Context: an optimization exercise on an open-source flow, tuned for small area. The choices shown serve that exercise and are no tape-out recipe. The RTL was checked by simulation tests, not by an equivalence proof against the original design. Power figures rest on the tool's default switching activity, not on a simulated workload.

===== design/flow/run.sh =====
#!/bin/bash
# synth_recipe.tcl (not shown) runs the flow's synth.tcl, then flattens the netlist and writes it again
# the make line also repeats each setting of config.mk as NAME=value (left out here)
make -C /OpenROAD-flow-scripts/flow DESIGN_CONFIG=/design/flow/config.mk WORK_HOME=/design/flow/orfs CLKGATE_MAP_FILE= SYNTH_SCRIPT=/design/flow/synth_recipe.tcl finish

===== design/flow/config.mk =====
export PLATFORM = sky130hd
export DESIGN_NAME = modbus_slave
export DESIGN_NICKNAME = modbus_slave
export VERILOG_FILES = /design/flow/design.v
export SDC_FILE = /design/flow/constraint.sdc
export NUM_CORES = 4
export LEC_CHECK = 0
export CAP_MARGIN = 20
export CORE_MARGIN = 2
export CORE_UTILIZATION = 40
export SLEW_MARGIN = 20

===== design/flow/constraint.sdc =====
create_clock -name core_clock -period 10.0 [get_ports {clk}]
set_input_delay 2.0000 -clock core_clock [delete_from_list [all_inputs] [get_ports {clk}]]
set_output_delay 2.0000 -clock core_clock [all_outputs]
set_load 0.01 [all_outputs]

===== design/flow/design.v =====
module modbus_slave (
    input  wire        clk,
    input  wire        rst,
    input  wire        start,
    input  wire [15:0] cfg_nb_reg,
    input  wire [7:0]  cfg_slave_addr,
    output wire        busy,
    output reg         done,
    output wire [15:0] status,
    input  wire        tick,
    input  wire        rx_valid,
    input  wire [7:0]  rx_data,
    output wire        rx_ready,
    output wire        tx_valid,
    output reg  [7:0]  tx_data,
    input  wire        tx_ready,
    input  wire        tx_idle,
    output reg         de,
    output reg  [15:0] rt_addr,
    output wire        rt_re,
    output wire        rt_we,
    output wire [15:0] rt_wdata,
    input  wire [15:0] rt_rdata,
    output wire        rt_busy
);
    localparam [2:0] C_UNDEFINED  = 3'd7;   
    localparam [2:0] C_ILL_FUNC   = 3'd6;   
    localparam [2:0] C_ILL_ADDR   = 3'd5;   
    localparam [2:0] C_ILL_VALUE  = 3'd4;   
    localparam [2:0] C_NOT_FOR_US = 3'd3;   
    localparam [2:0] C_RX_TIMEOUT = 3'd2;   
    localparam [1:0] PH_FUNC = 2'd0;
    localparam [1:0] PH_META = 2'd1;
    localparam [1:0] PH_DATA = 2'd2;
    localparam [3:0] S_IDLE   = 4'd0;
    localparam [3:0] S_RX     = 4'd1;
    localparam [3:0] S_FLUSH  = 4'd2;
    localparam [3:0] S_CHECK  = 4'd3;    
    localparam [3:0] S_WRITE  = 4'd4;    
    localparam [3:0] S_TXDE   = 4'd5;    
    localparam [3:0] S_TXHDR  = 4'd6;    
    localparam [3:0] S_RDREQ  = 4'd7;    
    localparam [3:0] S_RDCAP  = 4'd8;    
    localparam [3:0] S_TXHI   = 4'd9;    
    localparam [3:0] S_TXLO   = 4'd10;   
    localparam [3:0] S_TXCRCL = 4'd11;
    localparam [3:0] S_TXCRCH = 4'd12;
    localparam [3:0] S_TXWAIT = 4'd13;   
    function [15:0] crc_byte;
        input [15:0] c;
        input [7:0]  b;
        integer k;
        reg [15:0] t;
        begin
            t = c ^ {8'h00, b};
            for (k = 0; k < 8; k = k + 1)
                t = t[0] ? ((t >> 1) ^ 16'hA001) : (t >> 1);
            crc_byte = t;
        end
    endfunction
    reg [3:0]  state;
    reg [1:0]  phase;
    reg [8:0]  idx;           
    reg [4:0]  tcnt;          
    reg        flush_seen;
    reg        is_ucast;
    reg        is_wr;         
    reg [2:0]  pcode;         
    reg [15:0] crc;
    reg [15:0] loop_cnt;      
    reg [7:0]  wj;            
    reg [15:0] rd_data;
    reg        st_neg;
    reg [8:0]  st_val;
    assign status = st_neg ? {13'h1FFF, st_val[2:0]} : {7'd0, st_val};
    reg [3:0]   rc;                   
    reg [7:0]   hold [0:15];
    reg [127:0] lane [0:15];
    wire [7:0]  head [0:15];
    wire [7:0] on   = idx[7:0] + 8'd1;    
    wire       eq_r  = (rc == on[7:4]);
    wire       eq_r1 = (rc == on[7:4] - 4'd1);
    wire       st_en = (state == S_RX) && rx_valid;
    genvar q;
    generate
        for (q = 0; q < 16; q = q + 1) begin : g_lane
            wire xfer = (q < on[3:0]) ? eq_r : eq_r1;
            assign head[q] = xfer ? hold[q] : lane[q][127:120];
            always @(posedge clk) begin
                lane[q] <= {lane[q][119:0], head[q]};
                if (st_en && on[3:0] == q)
                    hold[q] <= rx_data;
            end
        end
    endgenerate
    wire [7:0]  b0 = hold[1];             
    wire [7:0]  f_b1 = head[2];
    wire [15:0] f_addr  = {head[3], head[4]};
    wire [15:0] f_count = {head[5], head[6]};
    wire        row0 = (rc == 4'd0);
    wire [16:0] req_end = {1'b0, f_addr} + {1'b0, f_count};
    wire        w_late = wj[7] & (|wj[6:0]);    
    wire        w_ok   = w_late || (rc == wj[6:3]);
    assign rt_wdata = {head[{wj[2:0], 1'b0}], head[{wj[2:0], 1'b1}]};
    assign busy     = (state != S_IDLE);
    assign rx_ready = (state == S_RX) || (state == S_FLUSH);
    wire   txs      = (state == S_TXHDR) || (state == S_TXHI) || (state == S_TXLO) ||
                      (state == S_TXCRCL) || (state == S_TXCRCH);
    assign tx_valid = txs && ((state != S_TXHDR) || row0);
    assign rt_we    = (state == S_WRITE) && (loop_cnt != 16'd0) && w_ok;
    assign rt_re    = (state == S_RDREQ);
    assign rt_busy  = ((state == S_WRITE) && (loop_cnt != 16'd0)) ||
                      (state == S_RDREQ) || (state == S_RDCAP) ||
                      (((state == S_TXHI) || (state == S_TXLO)) && (loop_cnt != 16'd0));
    wire rx_byte = rx_ready && rx_valid;
    wire rx_tick = rx_ready && tick;
    wire tx_fire = tx_valid && tx_ready;
    wire rsp_exc = (pcode != 3'd0);
    reg [7:0] hdr_byte;
    always @(*) begin
        case (tcnt[2:0])
            3'd0: hdr_byte = cfg_slave_addr;
            3'd1: hdr_byte = rsp_exc ? (f_b1 | 8'h80) : f_b1;
            3'd2: hdr_byte = rsp_exc ? {6'd0, ~pcode[1:0]} :
                             is_wr   ? head[3] : {head[6][6:0], 1'b0};
            3'd3: hdr_byte = head[4];
            3'd4: hdr_byte = head[5];
            default: hdr_byte = head[6];
        endcase
    end
    wire hdr_last = (!rsp_exc && is_wr) ? (tcnt[2:0] == 3'd5) : (tcnt[2:0] == 3'd2);
    always @(*) begin
        case (state)
            S_TXHDR:  tx_data = hdr_byte;
            S_TXHI:   tx_data = rd_data[15:8];
            S_TXLO:   tx_data = rd_data[7:0];
            S_TXCRCL: tx_data = crc[7:0];
            default:  tx_data = crc[15:8];
        endcase
    end
    wire [15:0] crc_nx    = crc_byte(crc, rx_ready ? rx_data : tx_data);
    wire [4:0]  tcnt_next = tcnt + 5'd1;
    always @(posedge clk) begin
        if (rst)
            rc <= 4'd0;
        else
            rc <= rc + 4'd1;
    end
    always @(posedge clk) begin
        if (rst) begin
            state      <= S_IDLE;
            phase      <= PH_FUNC;
            idx        <= 9'd0;
            tcnt       <= 5'd0;
            flush_seen <= 1'b0;
            is_ucast   <= 1'b0;
            is_wr      <= 1'b0;
            pcode      <= 3'd0;
            st_neg     <= 1'b0;
            st_val     <= 9'd0;
            done       <= 1'b0;
            de         <= 1'b0;
            crc        <= 16'hFFFF;
            loop_cnt   <= 16'd0;
            wj         <= 8'd0;
            rt_addr    <= 16'd0;
            rd_data    <= 16'd0;
        end else begin
            done <= 1'b0;
            case (state)
            S_IDLE: begin
                if (start) begin
                    rt_addr    <= cfg_nb_reg;    
                    state      <= S_RX;
                    phase      <= PH_FUNC;
                    idx        <= 9'd0;
                    loop_cnt   <= 16'd2;
                    tcnt       <= 5'd0;
                    pcode      <= 3'd0;
                    crc        <= 16'hFFFF;
                end
            end
            S_RX: begin
                if (rx_byte) begin
                    crc      <= crc_nx;
                    idx      <= idx + 9'd1;
                    loop_cnt <= loop_cnt - 16'd1;
                    tcnt     <= rx_tick ? 5'd1 : 5'd0;
                    if (loop_cnt[8:0] == 9'd1) begin
                        case (phase)
                        PH_FUNC: begin
                            is_ucast <= (b0 != 8'd0);
                            is_wr    <= (rx_data == 8'h10);
                            if (!((b0 == 8'd0) ||
                                  ((b0 == cfg_slave_addr) && (cfg_slave_addr <= 8'd247)))) begin
                                pcode <= C_NOT_FOR_US;
                                state <= S_FLUSH;
                            end else if (rx_data == 8'h03) begin
                                phase    <= PH_META;
                                loop_cnt <= 16'd4;
                            end else if (rx_data == 8'h10) begin
                                phase    <= PH_META;
                                loop_cnt <= 16'd5;
                            end else begin
                                pcode <= (b0 != 8'd0) ? C_ILL_FUNC : C_UNDEFINED;
                                state <= S_FLUSH;
                            end
                        end
                        PH_META: begin
                            if (is_wr && rx_data >= 8'd248) begin
                                pcode <= is_ucast ? C_ILL_VALUE : C_UNDEFINED;
                                state <= S_FLUSH;
                            end else begin
                                loop_cnt <= is_wr ? (16'd2 + {8'd0, rx_data}) : 16'd2;
                                phase    <= PH_DATA;
                            end
                        end
                        default: begin
                            if (crc_nx == 16'h0000) begin
                                state <= S_CHECK;
                            end else begin
                                pcode <= C_UNDEFINED;
                                state <= S_FLUSH;
                            end
                        end
                        endcase
                        tcnt       <= rx_tick ? 5'd1 : 5'd0;
                        flush_seen <= rx_tick ? 1'b0 : 1'b1;
                    end
                end else if (rx_tick) begin
                    if (tcnt[3:0] == 4'd9) begin
                        st_neg <= 1'b1;
                        st_val <= {6'd0, C_RX_TIMEOUT};
                        done   <= 1'b1;
                        state  <= S_IDLE;
                    end else begin
                        tcnt <= tcnt_next;
                    end
                end
            end
            S_FLUSH: begin
                if (rx_tick) begin
                    tcnt <= tcnt_next;
                    if ((!flush_seen && !rx_byte) || tcnt_next == 5'd30) begin
                        if (pcode[2] && !pcode[0]) begin
                            state <= S_TXDE;
                            de    <= 1'b1;
                        end else begin
                            st_neg <= 1'b1;
                            st_val <= {6'd0, pcode};
                            done   <= 1'b1;
                            state  <= S_IDLE;
                        end
                    end else begin
                        flush_seen <= 1'b0;
                    end
                end else if (rx_byte) begin
                    flush_seen <= 1'b1;
                end
            end
            S_CHECK: begin
                if (row0) begin
                    rt_addr  <= f_addr;
                    loop_cnt <= f_count;
                    wj       <= 8'd4;
                    if (req_end > {1'b0, rt_addr}) begin
                        if (is_ucast) begin
                            pcode <= C_ILL_ADDR;
                            state <= S_TXDE;
                            de    <= 1'b1;
                        end else begin
                            st_neg <= 1'b1;
                            st_val <= {6'd0, C_ILL_ADDR};
                            done   <= 1'b1;
                            state  <= S_IDLE;
                        end
                    end else if (is_wr) begin
                        state <= S_WRITE;
                    end else if (is_ucast) begin
                        state <= S_TXDE;
                        de    <= 1'b1;
                    end else begin
                        st_neg <= 1'b0;
                        st_val <= idx;
                        done   <= 1'b1;
                        state  <= S_IDLE;
                    end
                end
            end
            S_WRITE: begin
                if (loop_cnt != 16'd0) begin
                    if (w_ok) begin
                        loop_cnt <= loop_cnt - 16'd1;
                        rt_addr  <= rt_addr + 16'd1;
                        if (wj != 8'hFF)
                            wj <= wj + 8'd1;
                    end
                end else if (is_ucast) begin
                    state <= S_TXDE;
                    de    <= 1'b1;
                end else begin
                    st_neg <= 1'b0;
                    st_val <= idx;
                    done   <= 1'b1;
                    state  <= S_IDLE;
                end
            end
            S_TXDE: begin
                crc   <= 16'hFFFF;
                tcnt  <= 5'd0;
                state <= S_TXHDR;
            end
            S_TXHDR: begin
                if (tx_fire) begin
                    crc  <= crc_nx;
                    tcnt <= tcnt_next;
                    if (hdr_last) begin
                        if (!rsp_exc && !is_wr && loop_cnt != 16'd0)
                            state <= S_RDREQ;
                        else
                            state <= S_TXCRCL;
                    end
                end
            end
            S_RDREQ: begin
                state <= S_RDCAP;
            end
            S_RDCAP: begin
                rd_data  <= rt_rdata;
                rt_addr  <= rt_addr + 16'd1;
                loop_cnt <= loop_cnt - 16'd1;
                state    <= S_TXHI;
            end
            S_TXHI: begin
                if (tx_fire) begin
                    crc   <= crc_nx;
                    state <= S_TXLO;
                end
            end
            S_TXLO: begin
                if (tx_fire) begin
                    crc   <= crc_nx;
                    state <= (loop_cnt != 16'd0) ? S_RDREQ : S_TXCRCL;
                end
            end
            S_TXCRCL: begin
                if (tx_fire)
                    state <= S_TXCRCH;
            end
            S_TXCRCH: begin
                if (tx_fire)
                    state <= S_TXWAIT;
            end
            S_TXWAIT: begin
                if (tx_idle) begin
                    de     <= 1'b0;
                    st_neg <= rsp_exc;
                    st_val <= rsp_exc ? {6'd0, pcode} : idx;
                    done   <= 1'b1;
                    state  <= S_IDLE;
                end
            end
            default: state <= S_IDLE;
            endcase
        end
    end
endmodule

==> out/metrics.yaml, run 1 <==
viasPerCell: 4.69
regArea_sq_um: 47100
rr_endpoint: "st_val[4]"
cts_tree: "done"
cts_made_buffers: 201
worstPathArrival_ns: 9.50
slew_viols_final: 0
max_cap_violations: 0
non_filler_instance_count_after_layout: 6325
worst_ir_drop_vdd_mv: 0.163
mappedNetlistNets: 4082
pwr-share-seq: 0.516
cts_setup_buffers: 0
vias_in_the_first_global_route: 28361
worst_path_largest_cell_delay_ns: 0.87
setup.reg_to_reg.worst_slack_ns: 1.24
totalPowerFinal_uw: 18500
worstSetupEndpoint: "st_val[4]"
dr.first_iter.drc_count: 2474
worst_setup_hold_path_clk_slew_ns: 0.07
drt_wl_total_microns: 133000
post-synth-top-area-cell: "sky130_fd_sc_hd__dfxtp_1"
cts_buffer_depth: 3
met3_wl_post_dr_microns: 8200
power_switching_share: 0.228
die_area_sq_um: 148000
grt_setup_unrepaired: "no"
worstSkewPairLatency_ns: 0.83
crit_path_start_kind: "flop"
timing.setup.critical_path_class: "reg -> reg"
post-route-drc-count: 0
post_synth_main_area_contributors: "sky130_fd_sc_hd__dfxtp_1, sky130_fd_sc_hd__edfxtp_1, sky130_fd_sc_hd__mux2_2, sky130_fd_sc_hd__nor2_1, sky130_fd_sc_hd__nand2_1"
critical_path_required_ns: 10.74
cts.hold.buffers_added: 0
yosysTopAreaCellShare: 0.748
route.vias.total: 29658
globalRouteTotalUtil: 0.179
critical-path-slowest-cell: "sky130_fd_sc_hd__dfxtp_1"
timing.final.hold_violations: 0
setup_total_negative_slack_ns: 0
yosys_warnings: 3
post_cts.resized_instances: 0
worst-slew-pin-transition_ns: 1.08
cts_num_sinks: 2290
m1WireLength_microns: 61900
netlist_area_sq_um: 57900
io_buffers: 118
share_clk_of_total_power: 0.416
finish.instance_area_sq_um: 68300
slew_headroom: 0.278
finalClockSkew_ns: 0.0500
post-place-cells: 5942
endpoint_kind: "flop"
dpl_cell_area_sq_um: 61500
topRoutingLayerUsed: "met5"
layout-drive-gt1-share: 0.131
ios: 119
holdWs_ns: 0.293
combinational_group_share_of_total_power: 0.069
seq_area_frac_synth: 0.814
initial_utilization: 0.403
cts_htree_levels: 4
layout_min_cycle_time_ns: 8.76
synth_edf_count: 128
initial_antenna_violation_count: 6
max_freq_mhz: 114
multi_input_area_sq_um: 9990
n_fill_cell: 12492
synth_cell_type_count: 100
syn-instance-count: 3972
globalplace.congestion: 1.01
final-setup-viol-count: 0
area_growth_syn_to_layout_pct: 18.1
outcome: "finished clean"
chipHeight_microns: 384
fin_crit_sh: 0.876
grt_first_pass_wirelength_microns: 191000
reg2reg_from: "idx[3]"
p_per_area_nw_per_um2: 271
internal_power_consumption_uw: 14300
design.core.area_sq_um: 144000
estimated_wirelength_of_the_detail_placed_design_microns: 91600
global_route.overflow_total: 0
maximum_number_of_pins_on_one_net_before_global_route_repair: 52
ys_seq_elements: 2290
net_count_of_the_finished_layout: 4352
critical_path.startpoint: "idx[3]"
worst_hold_startpoint: "lane[14][56]"
cts-root-buf: "sky130_fd_sc_hd__clkbuf_16"
worst-path-max-fanout: 20
synth.most_common_cell: "sky130_fd_sc_hd__dfxtp_1"
fp.dieW_microns: 384
met2_wirelength_microns: 57500
floorplan.rows: 139
critical-path-top-cell-by-count: "sky130_fd_sc_hd__o21ai_0"
hp-class: "reg -> reg"
power_switching_uw: 4230
synth.avg_cell_area_sq_um: 14.6
ff2ff_path_depth: 36
wl_per_cell_microns: 21.0
antenna_left: 0
power.leakage_uw: 0.0268
detail_route.first_pass.iterations: 17
synth.cells.most_frequent: "sky130_fd_sc_hd__dfxtp_1, sky130_fd_sc_hd__nor2_1, sky130_fd_sc_hd__nand2_1, sky130_fd_sc_hd__edfxtp_1, sky130_fd_sc_hd__a21oi_1"
synth_ff_type: "sky130_fd_sc_hd__dfxtp_1"
async_flop_share: 0
[worst min-delay path by stage]
stage	slack [ns]	cells past startpoint	to
2_1_floorplan	0.31	0	lane[0][100]
3_3_place_gp	0.31	0	lane[3][41]
3_5_place_dp	0.31	0	lane[12][124]
4_1_cts	0.30	0	lane[11][33]
5_1_grt	0.29	0	lane[14][64]
6_report	0.29	0	lane[14][64]
[per-stage QoR]
stage           util  setup slack [ns]
2_1_floorplan      -              2.95
3_3_place_gp   0.428              1.45
3_5_place_dp   0.428              1.38
4_1_cts        0.475              1.34
5_1_grt        0.476             0.480
6_report       0.476              1.24
[sequential cells by signal, summed over array words and instances, names as in the netlist, 5 cells and up]
register and cells:
hold 128, idx 9, rd_data 16, st_val 9, lane 2048, rt_addr 16
wj 8, tcnt 5, crc 16, loop_cnt 16
[power by group through the flow]
stage / sequential, uW / combinational (uW) / clock, uW
after detailed placement: 9760 / 1250 / 0
after CTS: 9560 / 1260 / 7880
after global routing: 9570 / 1360 / 8260
after global placement: 9750 / 1250 / 0
after floorplan: 9700 / 782 / 0
final: 9560 / 1270 / 7700
[cell families after synthesis]
group	count (synthesis)	synth area share
adder cells (fa/ha/maj)	56	0.0122
multiplexers	151	0.0288
buffers and inverters	200	0.0144
AND/OR/NAND/NOR	670	0.0557
AO/OA/AOI/OAI	524	0.0615
XOR/XNOR	81	0.0133
flip-flops	2290	0.814
[placed cells by master (no fill, tap or decap), types with 21 or more instances in the layout]
cell                              synthesis  final
sky130_fd_sc_hd__mux2i_1                 31     30
sky130_fd_sc_hd__clkbuf_16                0    207
sky130_fd_sc_hd__nor2_1                 206    202
sky130_fd_sc_hd__dfxtp_1               2162   2162
sky130_fd_sc_hd__ha_1                    54     53
sky130_fd_sc_hd__nand3_1                 46     46
sky130_fd_sc_hd__clkdlybuf4s50_1          0    117
sky130_fd_sc_hd__nor3_1                  46     44
sky130_fd_sc_hd__mux2_2                 118    118
sky130_fd_sc_hd__clkinv_2                 0     34
sky130_fd_sc_hd__a221oi_1                21     21
sky130_fd_sc_hd__edfxtp_1               128    128
sky130_fd_sc_hd__clkbuf_1                88     39
sky130_fd_sc_hd__o21ai_0                 99     97
sky130_fd_sc_hd__nand2b_1                24     24
sky130_fd_sc_hd__nand2_1                188    188
sky130_fd_sc_hd__xnor2_1                 49     49
sky130_fd_sc_hd__inv_1                   81     81
sky130_fd_sc_hd__o22ai_1                 32     32
sky130_fd_sc_hd__a21oi_1                122    122
sky130_fd_sc_hd__a22oi_1                 43     43
sky130_fd_sc_hd__xor2_1                  28     28
sky130_fd_sc_hd__buf_4                   14     67
sky130_fd_sc_hd__clkbuf_8                 0     46
[layer usage]
metal / GRT usage / up-vias
li1: - / 14017
met1: 0.251 / 14335
met2: 0.267 / 1039
met3: 0.0387 / 263
met4: 0.0747 / 4
met5: 0 / -
[layout make-up]
class / instances / share of cell area
clock inverters: 80 / 0.0128
repair buffers: 185 / 0.0246
inverters: 82 / 0.00450
flip-flops and latches: 2290 / 0.690
well taps: 1903 / 0.0348
diodes: 11 / 0.000403
clock buffers: 292 / 0.0872
multi-input cells: 1482 / 0.146
[critical path: cells and delay by family, from the launching register on]
family / cells / cell delay (ns)
AO/OA/AOI/OAI: 21 / 4.47
XOR/XNOR: 1 / 0.15
buffers and inverters: 3 / 0.44
adder cells (fa/ha/maj): 3 / 0.72
multiplexers: 1 / 0.39
AND/OR/NAND/NOR: 7 / 1.61
flip-flops: 1 / 0.87
==> run 2: changes to the inputs <==
--- a/design/flow/design.v
+++ b/design/flow/design.v
@@ -69,6 +69,4 @@
     reg [15:0] crc;
     reg [15:0] loop_cnt;      
-    reg [7:0]  wj;            
-    reg [15:0] rd_data;
     reg        st_neg;
     reg [8:0]  st_val;
@@ -89,5 +87,9 @@
             always @(posedge clk) begin
                 lane[q] <= {lane[q][119:0], head[q]};
-                if (st_en && on[3:0] == q)
+                if (q == 9 && state == S_RDCAP)
+                    hold[q] <= rt_rdata[15:8];
+                else if (q == 10 && state == S_RDCAP)
+                    hold[q] <= rt_rdata[7:0];
+                else if (st_en && on[3:0] == q)
                     hold[q] <= rx_data;
             end
@@ -100,5 +102,6 @@
     wire        row0 = (rc == 4'd0);
     wire [16:0] req_end = {1'b0, f_addr} + {1'b0, f_count};
-    wire        w_late = wj[7] & (|wj[6:0]);    
+    wire [8:0]  wj     = crc[8:0];
+    wire        w_late = wj[8] | (wj[7] & (|wj[6:0]));    
     wire        w_ok   = w_late || (rc == wj[6:3]);
     assign rt_wdata = {head[{wj[2:0], 1'b0}], head[{wj[2:0], 1'b1}]};
@@ -133,6 +136,6 @@
         case (state)
             S_TXHDR:  tx_data = hdr_byte;
-            S_TXHI:   tx_data = rd_data[15:8];
-            S_TXLO:   tx_data = rd_data[7:0];
+            S_TXHI:   tx_data = hold[9];
+            S_TXLO:   tx_data = hold[10];
             S_TXCRCL: tx_data = crc[7:0];
             default:  tx_data = crc[15:8];
@@ -150,20 +153,8 @@
         if (rst) begin
             state      <= S_IDLE;
-            phase      <= PH_FUNC;
-            idx        <= 9'd0;
-            tcnt       <= 5'd0;
-            flush_seen <= 1'b0;
-            is_ucast   <= 1'b0;
-            is_wr      <= 1'b0;
-            pcode      <= 3'd0;
             st_neg     <= 1'b0;
             st_val     <= 9'd0;
             done       <= 1'b0;
             de         <= 1'b0;
-            crc        <= 16'hFFFF;
-            loop_cnt   <= 16'd0;
-            wj         <= 8'd0;
-            rt_addr    <= 16'd0;
-            rd_data    <= 16'd0;
         end else begin
             done <= 1'b0;
@@ -263,5 +254,5 @@
                     rt_addr  <= f_addr;
                     loop_cnt <= f_count;
-                    wj       <= 8'd4;
+                    crc[8:0] <= 9'd4;
                     if (req_end > {1'b0, rt_addr}) begin
                         if (is_ucast) begin
@@ -293,6 +284,5 @@
                         loop_cnt <= loop_cnt - 16'd1;
                         rt_addr  <= rt_addr + 16'd1;
-                        if (wj != 8'hFF)
-                            wj <= wj + 8'd1;
+                        crc[8:0] <= wj + 9'd1;
                     end
                 end else if (is_ucast) begin
@@ -327,5 +317,4 @@
             end
             S_RDCAP: begin
-                rd_data  <= rt_rdata;
                 rt_addr  <= rt_addr + 16'd1;
                 loop_cnt <= loop_cnt - 16'd1;
--- a/design/flow/config.mk
+++ b/design/flow/config.mk
@@ -9,3 +9,5 @@
 export CORE_MARGIN = 2
 export CORE_UTILIZATION = 40
+export CTS_CLUSTER_DIAMETER = 60
+export CTS_CLUSTER_SIZE = 30
 export SLEW_MARGIN = 20
==> run 2 against run 1 <==
First-iteration DRC count grew 8.6%; wire length fell by 3.5%; cell count shrank 6.7%; synthesized cell count is 5.9% lower; count of clock-buffer cells in the layout decreased by 159; core utilization is 1.9 points lower; setup slack worse by 0.45 ns; sequential power grew 27%; largest power group unchanged.
==> out/metrics.yaml, run 2 <==
layout-drive-gt1-share: 0.0977
drt_wl_total_microns: 128000
synth_ff_type: "sky130_fd_sc_hd__dfxtp_1"
leading_cell_type_in_the_layout_fill_and_taps_excluded: "sky130_fd_sc_hd__dfxtp_1"
holdWs_ns: 0.307
hp-class: "reg -> reg"
worst_path_largest_cell_delay_ns: 0.58
final-setup-viol-count: 0
chipHeight_microns: 381
design.core.area_sq_um: 141000
antenna_cells: 0
cts_tree: "done"
cts_made_buffers: 110
setup.reg_to_reg.worst_slack_ns: 0.80
grt_first_pass_wirelength_microns: 181000
cpLargestDelayFamily: "compound AO/OA/AOI/OAI gates"
synth.most_common_cell: "sky130_fd_sc_hd__dfxtp_1"
detail_route.first_pass.iterations: 6
layout_min_cycle_time_ns: 9.20
slew_headroom: 0.226
layout.cells.most_common_list: "sky130_fd_sc_hd__dfxtp_1, sky130_fd_sc_hd__nand2_1, sky130_fd_sc_hd__edfxtp_1"
cts_setup_buffers: 0
syn-instance-count: 3739
top_register: "lane"
timing.final.hold_violations: 0
worst_setup_hold_path_clk_slew_ns: 0.10
mappedNetlistNets: 3849
critical_path_required_ns: 10.70
worstSkewPairLatency_ns: 0.78
worst-slew-pin-transition_ns: 1.16
globalRouteTotalUtil: 0.173
area_growth_syn_to_layout_pct: 13.4
worst_ir_drop_vdd_mv: 0.204
vias_in_the_first_global_route: 25704
endpoint_kind: "flop"
global_route.overflow_total: 0
floorplan.rows: 138
max_cap_violations: 0
route.vias.total: 27485
critical-path-top-cell-by-count: "sky130_fd_sc_hd__a21oi_1"
holdPathStages: 0
ys_seq_elements: 2266
reg2reg_from: "idx[0]"
estimated_wirelength_of_the_detail_placed_design_microns: 90400
setup_total_negative_slack_ns: 0
wl_per_cell_microns: 21.7
worst_hold_startpoint: "lane[8][63]"
timing.setup.critical_path_class: "reg -> reg"
worst-path-max-fanout: 16
worstPathArrival_ns: 9.90
post_synth_main_area_contributors: "sky130_fd_sc_hd__dfxtp_1, sky130_fd_sc_hd__edfxtp_1, sky130_fd_sc_hd__mux2_2, sky130_fd_sc_hd__nand2_1, sky130_fd_sc_hd__ha_1"
initial_antenna_violation_count: 15
io_buffers: 118
rr_endpoint: "st_val[1]"
fin_crit_sh: 0.920
critical_path.n_buffers_inverters: 1
largest_register_ffs: 2048
dr.first_iter.drc_count: 2686
ff2ff_path_depth: 33
initial_utilization: 0.403
yosysTopAreaCellShare: 0.726
synth.cells.most_frequent: "sky130_fd_sc_hd__dfxtp_1, sky130_fd_sc_hd__nand2_1, sky130_fd_sc_hd__edfxtp_1, sky130_fd_sc_hd__nor2_1, sky130_fd_sc_hd__mux2_2"
cts_htree_levels: 3
ios: 119
antenna_left: 0
post-synth-top-area-cell: "sky130_fd_sc_hd__dfxtp_1"
finalClockSkew_ns: 0.0404
yosys_warnings: 3
seq_area_frac_synth: 0.831
cts_buffer_depth: 3
globalplace.congestion: 0.959
p_per_area_nw_per_um2: 312
synth_edf_count: 198
post-route-drc-count: 0
min_to: "lane[8][71]"
max_freq_mhz: 109
fp.dieW_microns: 381
maximum_number_of_pins_on_one_net_before_global_route_repair: 41
synth_cell_type_count: 92
async_flop_share: 0
crit_path_start_kind: "flop"
cts_num_sinks: 2266
net_count_of_the_finished_layout: 4041
power.leakage_uw: 0.0254
cts.hold.buffers_added: 0
grt_setup_unrepaired: "no"
synth.avg_cell_area_sq_um: 15.2
netlist_area_sq_um: 57000
die_area_sq_um: 146000
outcome: "finished clean"
critical-path-slowest-cell: "sky130_fd_sc_hd__edfxtp_1"
viasPerCell: 4.66
cts-root-buf: "sky130_fd_sc_hd__clkbuf_16"
largest_registers: "lane (2048), hold (128)"
slew_viols_final: 0
post_cts.resized_instances: 0
## run 2: changes by cell type in the layout (fill, tap and decap cells not counted), moves of 17 or more
cell and change:
sky130_fd_sc_hd__a21oi_1 -36, sky130_fd_sc_hd__clkbuf_8 -44, sky130_fd_sc_hd__clkbuf_16 -93, sky130_fd_sc_hd__a221o_1 +17, sky130_fd_sc_hd__nor2_1 -48, sky130_fd_sc_hd__mux2i_1 +21
sky130_fd_sc_hd__clkinv_2 -34, sky130_fd_sc_hd__o21ai_0 -18, sky130_fd_sc_hd__clkbuf_1 -22, sky130_fd_sc_hd__edfxtp_1 +70, sky130_fd_sc_hd__o22ai_1 -21, sky130_fd_sc_hd__dfxtp_1 -94
## run 2: worst reg2reg max path, delay by kind of cell, from the launching register on
family / cells / cell delay [ns]
buf+inv: 1 / 0.17
xor+xnor: 1 / 0.10
compound gates: 20 / 4.72
simple gates: 6 / 1.62
flops: 1 / 0.58
mux: 2 / 0.90
fa+ha+maj: 3 / 1.07
## run 2: how the worst max path moves through the flow
| stage | startpoint | to | cells after the start |
|---|---|---|---|
| floorplan | idx[0] | st_val[3] | 35 |
| global placement | idx[0] | st_val[1] | 33 |
| detailed placement | idx[0] | st_val[5] | 33 |
| CTS | idx[0] | st_val[5] | 33 |
| global route | idx[0] | st_val[1] | 33 |
| finish | idx[0] | st_val[1] | 33 |
## run 2: area by class of cell
type	count	area, sq um
tap	1890	2360
inverter	72	270
fill	12384	76800
clock buffer	133	2940
clock inverter	61	1080
multi-input combinational	1300	8990
timing repair buffer	181	1650
sequential	2266	47300
## run 2: per-stage QoR
step	cell area [sq um]	power (uW)	utilization	setup WS [ns]	cells
2_1_floorplan	57000	13500	-	2.66	3739
3_3_place_gp	60600	14900	0.429	1.04	5709
3_5_place_dp	60600	14900	0.429	0.838	5709
4_1_cts	64600	20300	0.457	0.762	5903
5_1_grt	64600	21000	0.457	0.153	5903
6_report	64600	20200	0.457	0.797	5903
## run 2: where the power goes
| part | internal [uW] | switching [uW] |
|---|---|---|
| clock | 2360 | 3070 |
| sequential | 11400 | 660 |
| combinational | 962 | 1720 |
## run 2: cells by family after synthesis
kind of cell,Yosys count,synth area share
AOI/OAI and AO/OA,421,0.0525
xor gates and xnor gates,88,0.0141
adders and majority gates,56,0.0124
buffers and inverters,173,0.0124
DFF,2266,0.831
muxes,167,0.0319
and+or+nand+nor,568,0.0459
## run 2: routing by layer
layer / global-route usage / up-vias / wire length [microns]
li1: - / 12949 / -
met1: 0.252 / 13331 / 60700
met2: 0.254 / 973 / 53400
met3: 0.0319 / 232 / 8560
met4: 0.0692 / 0 / 5380
met5: 0 / - / 0
==> run 3: changes to the inputs <==
--- a/design/flow/config.mk
+++ b/design/flow/config.mk
@@ -8,5 +8,5 @@
 export CAP_MARGIN = 20
 export CORE_MARGIN = 2
-export CORE_UTILIZATION = 40
+export CORE_UTILIZATION = 65
 export CTS_CLUSTER_DIAMETER = 60
 export CTS_CLUSTER_SIZE = 30
==> run 3 against run 2 <==
Clock power about the same; largest power group unchanged; wire length increased by 23%; critical endpoint is now st_val[5]; count of clock-buffer cells in the layout decreased by 6; first-iteration DRC count increased by 29%; critical path depth increased by 1; core utilization increased by 27 points.
==> out/metrics.yaml, run 3 <==
seq_area_frac_synth: 0.831
worstSkewPairLatency_ns: 0.75
yosysTopAreaCellShare: 0.726
ios: 119
global_route.overflow_total: 0
worst-slew-pin-transition_ns: 1.17
post-synth-top-area-cell: "sky130_fd_sc_hd__dfxtp_1"
yosys_warnings: 3
vias_in_the_first_global_route: 30277
syn-instance-count: 3739
setup.reg_to_reg.worst_slack_ns: 0.61
cts_num_sinks: 2266
fin_crit_sh: 0.939
hp-class: "reg -> reg"
critical-path-slowest-cell: "sky130_fd_sc_hd__edfxtp_1"
globalRouteTotalUtil: 0.352
maximum_number_of_pins_on_one_net_before_global_route_repair: 40
rr_endpoint: "st_val[5]"
worstPathArrival_ns: 10.06
antenna_left: 0
max_cap_violations: 0
non_filler_instance_count_after_layout: 5162
design.core.area_sq_um: 86900
detail_route.first_pass.iterations: 7
io_buffers: 118
cts-root-buf: "sky130_fd_sc_hd__clkbuf_16"
grt_setup_unrepaired: "no"
post_cts.resized_instances: 0
worst-path-max-fanout: 16
cts_made_buffers: 106
dpl_cell_area_sq_um: 59700
netlist_area_sq_um: 57000
power.leakage_uw: 0.0253
fp.dieW_microns: 300
finish.instance_area_sq_um: 63500
grt_first_pass_wirelength_microns: 222000
synth_ff_type: "sky130_fd_sc_hd__dfxtp_1"
synth_cell_type_count: 92
post-place-cells: 4973
post-route-drc-count: 0
largest_register_ffs: 2048
holdPathStages: 0
mappedNetlistNets: 3849
initial_antenna_violation_count: 13
setup_total_negative_slack_ns: 0
critical-path-top-cell-by-count: "sky130_fd_sc_hd__a21oi_1"
worst_path_largest_cell_delay_ns: 0.58
max_freq_mhz: 106
min_to: "lane[10][47]"
cts_buffer_depth: 3
cts_setup_buffers: 0
globalplace.congestion: 1.04
worst_ir_drop_vdd_mv: 0.251
net_count_of_the_finished_layout: 4036
layout_min_cycle_time_ns: 9.39
wl_per_cell_microns: 30.6
layout-drive-gt1-share: 0.0957
outcome: "finished clean"
largest_registers: "lane (2048), hold (128)"
slew_headroom: 0.223
slew_viols_final: 0
reg2reg_from: "idx[0]"
cts_htree_levels: 3
p_per_area_nw_per_um2: 324
synth.cells.most_frequent: "sky130_fd_sc_hd__dfxtp_1, sky130_fd_sc_hd__nand2_1, sky130_fd_sc_hd__edfxtp_1, sky130_fd_sc_hd__nor2_1, sky130_fd_sc_hd__mux2_2"
async_flop_share: 0
endpoint_kind: "flop"
critical_path.n_buffers_inverters: 2
dr.first_iter.drc_count: 3471
drt_wl_total_microns: 158000
ff2ff_path_depth: 34
viasPerCell: 5.79
die_area_sq_um: 90100
timing.final.hold_violations: 0
layout.cells.most_common_list: "sky130_fd_sc_hd__dfxtp_1, sky130_fd_sc_hd__nand2_1, sky130_fd_sc_hd__edfxtp_1"
worst_setup_hold_path_clk_slew_ns: 0.10
leading_cell_type_in_the_layout_fill_and_taps_excluded: "sky130_fd_sc_hd__dfxtp_1"
crit_path_start_kind: "flop"
cpLargestDelayFamily: "compound AO/OA/AOI/OAI gates"
totalPowerFinal_uw: 20600
finalClockSkew_ns: 0.0852
timing.setup.critical_path_class: "reg -> reg"
top_register: "lane"
cts.hold.buffers_added: 0
final-setup-viol-count: 0
initial_utilization: 0.656
ys_seq_elements: 2266
synth.most_common_cell: "sky130_fd_sc_hd__dfxtp_1"
route.vias.total: 29889
area_growth_syn_to_layout_pct: 11.5
chipHeight_microns: 300
synth_edf_count: 198
cts_tree: "done"
post_synth_main_area_contributors: "sky130_fd_sc_hd__dfxtp_1, sky130_fd_sc_hd__edfxtp_1, sky130_fd_sc_hd__mux2_2, sky130_fd_sc_hd__nand2_1, sky130_fd_sc_hd__ha_1"
worst_hold_startpoint: "lane[10][39]"
critical_path_required_ns: 10.67
estimated_wirelength_of_the_detail_placed_design_microns: 105000
synth.avg_cell_area_sq_um: 15.2
floorplan.rows: 108
==> run 3: cell types whose count changed in the layout (fill, tap and decap cells not counted), sizes merged <==
cell      before  now
inv          103   97
clkinv        25   23
bufinv         2    7
diode          0    3
clkbuf       133  127
clkinvlp       3    4
buf           63   62
==> run 3: final cells by class <==
class | count | area, sq um
sequential | 2266 | 47300
clock inverter | 59 | 966
tap | 1155 | 1450
fill | 4812 | 23400
multi-input combinational | 1300 | 8990
timing repair buffer | 180 | 1650
inverter | 72 | 270
antenna | 3 | 7.51
clock buffer | 127 | 2850
==> run 3: worst max path at each step <==
stage	start	slack, ns	to	cells after the start
global placement	idx[0]	1.25	st_val[6]	34
global route	idx[0]	0.06	st_val[5]	34
finish	idx[0]	0.61	st_val[5]	34
CTS	idx[0]	0.83	st_val[5]	34
floorplan	idx[0]	2.66	st_val[3]	35
detailed placement	idx[0]	0.85	st_val[5]	34
==> run 3: logic make-up (layout without fill, tap and decap cells) <==
kind of cell	after synthesis	after routing	synth area share
compound gates	421	421	0.0525
xor+xnor	88	88	0.0141
fa+ha+maj	56	56	0.0124
buf+inv	173	438	0.0124
flops	2266	2266	0.831
mux	167	167	0.0319
other cells	0	3	0
simple gates	568	568	0.0459
==> run 3: per-layer routing <==
layer  wire length (microns)  global-route usage
met1                   60400               0.446
met2                   73700               0.570
met3                   13500              0.0745
met4                   10500               0.189
met5                      27                   0
==> run 3: per-stage QoR <==
| step | hold slack, ns | util | setup slack [ns] |
|---|---|---|---|
| after detailed placement | 0.312 | 0.687 | 0.853 |
| final | 0.278 | 0.731 | 0.609 |
| after CTS | 0.284 | 0.731 | 0.828 |
| after global placement | 0.310 | 0.687 | 1.25 |
| after floorplan | 0.310 | - | 2.66 |
| after global routing | 0.297 | 0.731 | 0.0551 |
==> run 3: power by group <==
| group | leakage [uW] | switching [uW] | internal [uW] | total, uW |
|---|---|---|---|---|
| Combinational | 0.00473 | 1830 | 965 | 2790 |
| Sequential | 0.0187 | 952 | 11400 | 12400 |
| Clock | 0.00183 | 3070 | 2370 | 5440 |
| Total | 0.0253 | 5850 | 14800 | 20600 |

## port drivers added, routing unchanged
Ports are ideal in the flow. The routed layouts listed here were re-timed in OpenROAD.
Step 1 sets driving cells, clkbuf_16 on the clock port and buf_2 on the other inputs (assumed; they add their load-dependent delay and slew).
Step 2 moves the port delays by t, midway between the first and last clock arrival at a register: inputs arrive t later, outputs are due t later. That takes back most of the time a late clock gives input paths.
a / b / c = no drivers / after step 1 / after step 2; a / b = the first two.
run | t (ns) | slack for setup (ns) | hold WS [ns] | worst slew at a driven data input, ns | cell pins on the clock port's net
run 1 | 0.879 | 1.242 / 1.242 / 1.242 | 0.293 / 0.293 / 0.293 | 0.12 | 1
run 2 | 0.824 | 0.797 / 0.797 / 0.797 | 0.307 / 0.307 / 0.307 | 0.04 | 1
run 3 | 0.789 | 0.609 / 0.609 / 0.609 | 0.278 / 0.278 / 0.278 | 0.07 | 1
After both steps every run listed still meets setup and hold.
